From an optimization exercise on the open Yosys and OpenROAD flow, aimed at small area, a short achievable clock period and few clock cycles per item; shortcuts taken in it are not production practice.
In this exercise RTL edits were held to simulation tests only and were not proved equivalent to the original.
Power and IR drop assume default switching activity.

Design sscore_enc, start of the top module:
module sscore_enc (
    input             clk,
    input             rst,         
    input             start,
    input      [47:0] in_len,
    output            idle,
    input             in_valid,
    output            in_ready,
    input       [7:0] in_data,
    output            out_valid,
    input             out_ready,
    output     [15:0] out_cp
);
clock: 8.0 ns
lec_check: 0
cap_margin: 20
core_margin: 2
core_utilization: 45
cts_buf_list: sky130_fd_sc_hd__clkbuf_8
slew_margin: 20
standard.sh (not shown) runs the stock make flow with config.mk's settings and CLKGATE_MAP_FILE= SYNTH_SCRIPT=/design/flow/synth_recipe.tcl, a recipe that flattens the netlist after the stock synthesis.
==> flow/flow/run.sh <==
#!/bin/bash
# Layout flow: the standard flow (standard synthesis unchanged), with the
# ports buffered by the smallest buffer and setup repair aimed 5.4 ns past the
# clock period.  make's output goes to standard.log; ORFS's own per-step logs
# stay under orfs/logs.
set -euo pipefail
bash standard.sh SETUP_SLACK_MARGIN=5.4 "BUFFER_PORTS_ARGS=-buffer_cell sky130_fd_sc_hd__buf_1" finish > standard.log 2>&1
The baseline finished with timing, DRC and antenna clean.
Testbench counts at the start, summed over its fixed seeds: cycles 65,110, bytes 62,998.
Then changed:
--- a/flow/config.mk
+++ b/flow/config.mk
@@ -8,5 +8,5 @@
 export CAP_MARGIN = 20
 export CORE_MARGIN = 2
-export CORE_UTILIZATION = 45
+export CORE_UTILIZATION = 50
 export CTS_BUF_LIST = sky130_fd_sc_hd__clkbuf_8
 export SLEW_MARGIN = 20
After rerunning: Sequential share of layout area went up by 0.45 points. Final cell count went down by 3.3%. Count of clock-buffer cells in the layout is unchanged.
Then changed:
--- a/flow/config.mk
+++ b/flow/config.mk
@@ -8,5 +8,4 @@
 export CAP_MARGIN = 20
 export CORE_MARGIN = 2
-export CORE_UTILIZATION = 50
-export CTS_BUF_LIST = sky130_fd_sc_hd__clkbuf_8
+export CORE_UTILIZATION = 45
 export SLEW_MARGIN = 20
After rerunning:
- The changed run passed the timing, DRC and antenna checks
- sequential cell count is unchanged
- critical path depth decreases by 6
- worst hold slack got worse by 0.0055 ns
- power rises by roughly a tenth
- count of clock-buffer cells in the layout stays the same
- via count came out lower slightly
- utilization fell by 5.1 points

---

== 04-02 ==
Starting RTL as in the previous note.
Settings: LEC_CHECK=0, CAP_MARGIN=20, CORE_MARGIN=2, CORE_UTILIZATION=45, CTS_BUF_LIST=sky130_fd_sc_hd__clkbuf_8, SLEW_MARGIN=20; clock period 8.0 ns.
==> flow/flow/run.sh <==
#!/bin/bash
# Layout flow: the standard flow (standard synthesis unchanged), with the
# ports buffered by the smallest buffer and setup repair aimed 5.5 ns past the
# clock period.  make's output goes to standard.log; ORFS's own per-step logs
# stay under orfs/logs.
set -euo pipefail
bash standard.sh SETUP_SLACK_MARGIN=5.5 "BUFFER_PORTS_ARGS=-buffer_cell sky130_fd_sc_hd__buf_1" finish > standard.log 2>&1
Testbench counts of 04-02, summed over its fixed seeds: cycles 65,110, bytes 62,998.
Changes in 09-22 relative to 04-02:
==> flow/flow/run.sh <==
#!/bin/bash
# Layout flow: the standard flow (standard synthesis unchanged), with the
# ports buffered by the smallest buffer and setup repair aimed 5.4 ns past the
# clock period.  make's output goes to standard.log; ORFS's own per-step logs
# stay under orfs/logs.
set -euo pipefail
bash standard.sh SETUP_SLACK_MARGIN=5.4 "BUFFER_PORTS_ARGS=-buffer_cell sky130_fd_sc_hd__buf_1" finish > standard.log 2>&1
diff --git a/flow/config.mk b/flow/config.mk
--- a/flow/config.mk
+++ b/flow/config.mk
@@ -9,3 +9,3 @@
 export CORE_MARGIN = 2
-export CORE_UTILIZATION = 45
+export CORE_UTILIZATION = 40
 export CTS_BUF_LIST = sky130_fd_sc_hd__clkbuf_8
## What came out
09-22 | status: complete | timing, DRC, antenna: pass
Summary of 09-22 over 04-02: overall die width rose by 5.9%, setup slack rose by 31 ps, via count stayed essentially flat.
When 09-22 is measured against 04-02, its post-detailed-placement cell area turns out 0.55% lower.
From 04-02 to 09-22 the numbers moved as follows: number of synthesized flops with an enable pin stayed essentially flat, average wire per standard cell now larger, internal power consumption higher, portion of total power attributed to combinational logic went down 1.0 points.

==> what the ideal ports hide <==
In the flow no input, the clock included, has a driving cell. The finished layouts below were timed again as built, in two steps.
Step 1, drivers: a clkbuf_16 drives clk and a buf_2 each remaining input, both assumed.
Step 2 times the ports against the registers' clock, not the clock port: input delays grow and output delays shrink by t, the midpoint of the rising clock arrivals with the driver on.
Slacks: no drivers / after step 1 / after step 2; pairs: no drivers / after step 1.
run	t (ns)	slack for setup (ns)	latest minus earliest clock arrival (ns)	worst data-port slew with drivers (ns)	pins driven straight from the clock port
the first run of note 1	0.518	5.378 / 5.337 / 4.893	0.016 / 0.016	0.05	1
the second run of note 1	0.508	5.371 / 5.383 / 4.878	0.017 / 0.017	0.05	1
the third run of note 1	0.482	5.362 / 5.316 / 4.898	0.012 / 0.012	0.05	1
04-02	0.512	5.345 / 5.340 / 4.828	0.017 / 0.017	0.06	1
09-22	0.504	5.376 / 5.365 / 4.899	0.018 / 0.018	0.06	1
After both steps every run listed still meets setup and hold. The setup slack of 04-02, which loses most, moves by -0.005 ns with the drivers and by -0.517 ns with both steps.
